Source: an optimization exercise on an open RTL-to-GDS flow (aim: small area and a short achievable clock period). Production flows keep margins and buffers that such runs may drop.
Only simulation tests tie the RTL to the original design; equivalence was not proved.
Power is estimated from default activity; no workload was simulated.

== main ==
Design pkt_framer, start of the top module:
module pkt_framer (
    input             clk,
    input             rst,
    input             op_valid,
    input      [15:0] op_word,
    output            op_ready,
    output reg        res_valid,
    output reg [7:0]  res_data,
    input             rx_valid,
    input      [7:0]  rx_data,
    output            rx_ready,
    input             tx_line_ready,
    output reg        tx_valid,
    output reg [7:0]  tx_data
);
Size in the first run: roughly 49 I/O pins, ~0.080 mm2 of cells after synthesis.
Settings: LEC_CHECK=0, CAP_MARGIN=20, CORE_MARGIN=2, CORE_UTILIZATION=40, CTS_CLUSTER_DIAMETER=100, CTS_CLUSTER_SIZE=30, SETUP_SLACK_MARGIN=4.5, SLEW_MARGIN=20, SYNTH_HIERARCHICAL=1; clock period 8.0 ns.
standard.sh (not shown) runs the stock make flow with config.mk's settings and CLKGATE_MAP_FILE= SYNTH_SCRIPT=/design/flow/synth_recipe.tcl, a recipe that flattens the netlist after the stock synthesis.
==> flow/flow/run.sh <==
#!/bin/bash
# The standard layout (standard.sh), with the ports buffered by plain
# buffers instead of the delay cell that buffer_ports picks by default.
# standard.sh writes the ORFS logs under orfs/logs; its own output goes to
# standard.log here.
set -e
export BUFFER_PORTS_ARGS="-buffer_cell sky130_fd_sc_hd__buf_4"
bash standard.sh > standard.log 2>&1
main went all the way through synthesis, placement and routing and the layout is clean on timing, DRC and antenna.
The inputs of the feature branch differ from those of main as listed below.
-- flow/design.v --
<<< main, line 14
module dec4e (
    input  [3:0]  a,
    input         en_a,
    input         en_b,
    output [15:0] y,
    output [15:0] y_n
>>> the feature branch, line 14
module dec4e (
    input  [3:0]  a,
    input         en,
    output [15:0] y,
    output [15:0] y_n
<<< main, line 22
    generate
        for (g = 0; g < 16; g = g + 1) begin : d
            assign y[g]   = en_a && en_b && (a == g);
            assign y_n[g] = !(en_a && en_b && (a == g));
        end
    endgenerate
>>> the feature branch, line 21
    generate
        for (g = 0; g < 16; g = g + 1) begin : d
            assign y[g]   = en && (a == g);
            assign y_n[g] = !(en && (a == g));
        end
    endgenerate
<<< main, line 84
module ring_wdec (
    input  [6:0]   wr,
    input          push_a,
    input          push_b,
    output [127:0] en,
    output [127:0] en_n
>>> the feature branch, line 83
module ring_wdec (
    input  [6:0]   wr,
    input          push,
    output [127:0] en,
    output [127:0] en_n
<<< main, line 92
    wire [15:0] q, q_n;
    dec3  u_p (.a(wr[2:0]), .y(p), .y_n(p_n));
    dec4e u_q (.a(wr[6:3]), .en_a(push_a), .en_b(push_b), .y(q), .y_n(q_n));
    genvar r;
    generate
>>> the feature branch, line 90
    wire [15:0] q, q_n;
    dec3  u_p (.a(wr[2:0]), .y(p), .y_n(p_n));
    dec4e u_q (.a(wr[6:3]), .en(push), .y(q), .y_n(q_n));
    genvar r;
    generate
<<< main, line 281
    wire [N-1:0]   rx_en, rx_en_n, tx_en, tx_en_n;
    wire [8*N-1:0] rx_mem_d, tx_mem_d;
    wire tx_push_a = op_valid && op_push_tx;
    wire tx_push_b;
    aoi22 u_tx_push_b (.a0(rx_valid), .a1(rxie), .b0(tx_line_ready), .b1(txi_en),
                       .y(tx_push_b));
    ring_wdec u_rx_wdec (.wr(rx_wr), .push_a(rx_valid), .push_b(rxie),
                         .en(rx_en), .en_n(rx_en_n));
    ring_wdec u_tx_wdec (.wr(tx_wr), .push_a(tx_push_a), .push_b(tx_push_b),
                         .en(tx_en), .en_n(tx_en_n));
    ring_hold u_rx_hold (.en(rx_en), .en_n(rx_en_n), .d(rx_data), .q(rx_mem), .y(rx_mem_d));
    ring_hold u_tx_hold (.en(tx_en), .en_n(tx_en_n), .d(d),       .q(tx_mem), .y(tx_mem_d));
>>> the feature branch, line 279
    wire [N-1:0]   rx_en, rx_en_n, tx_en, tx_en_n;
    wire [8*N-1:0] rx_mem_d, tx_mem_d;
    ring_wdec u_rx_wdec (.wr(rx_wr), .push(rx_push), .en(rx_en), .en_n(rx_en_n));
    ring_wdec u_tx_wdec (.wr(tx_wr), .push(tx_push), .en(tx_en), .en_n(tx_en_n));
    ring_hold u_rx_hold (.en(rx_en), .en_n(rx_en_n), .d(rx_data), .q(rx_mem), .y(rx_mem_d));
    ring_hold u_tx_hold (.en(tx_en), .en_n(tx_en_n), .d(d),       .q(tx_mem), .y(tx_mem_d));
[summary]
Sort the feature branch and main by count of inserted tapcells, ascending, and main comes first.
The run showing the smaller worst-case setup margin in the final layout is main.
[diff] floorplan core area, the feature branch relative to main: regression
When the feature branch is set beside main, its power in combinational cells turns out to be about 1% smaller.
When the feature branch is measured against main, its iteration count of the initial detailed-routing pass turns out 1 higher.
Run comparison: main kind of critical path in -> out; the feature branch kind of critical path reg -> reg
| total design power | the feature branch vs main | about 0.8% lower |
main and the feature branch ended up with roughly the same synthesized cell count.
Final routed wirelength across all metal layers, the feature branch and main, lower one = the feature branch.
The feature branch vs. main: starting density of the core saw a decrease, clock period minus worst slack went down by 230 ps.
Clock tree buffer count of the final layout | the feature branch below main
The feature branch against main; area of all placed cells without fillers is down slightly.
Any difference in cell count after placement between main and the feature branch is small enough to ignore.
As far as clock network contribution to total cell area is concerned, the feature branch and main perform about the same.

-- re-timing with driven ports --
In the flow no input, the clock included, has a driving cell. The finished layouts below were timed again as built, in two steps. Step 1: set_driving_cell puts a clkbuf_16 on clk and a buf_2 on each other input, an assumption about the parent block. Step 2 also shifts input and output timing later by t, the mid clock arrival at the registers, as if the neighbouring blocks saw the same clock. a / b / c = no drivers / after step 1 / after step 2; a / b = the first two.
run | shift t [ns] | setup WS [ns] | hold slack, ns | worst register clock-pin slew, ns
main | 0.836 | 4.166 / 4.060 / 3.665 | 0.455 / 0.455 / 0.455 | 0.12 / 0.12
the feature branch | 0.839 | 4.395 / 4.372 / 3.630 | 0.477 / 0.477 / 0.477 | 0.12 / 0.12
After both steps setup and hold are still met in every run listed. For the feature branch, which loses most, drivers alone change the setup slack by -0.023 ns; drivers and shift together by -0.765 ns.
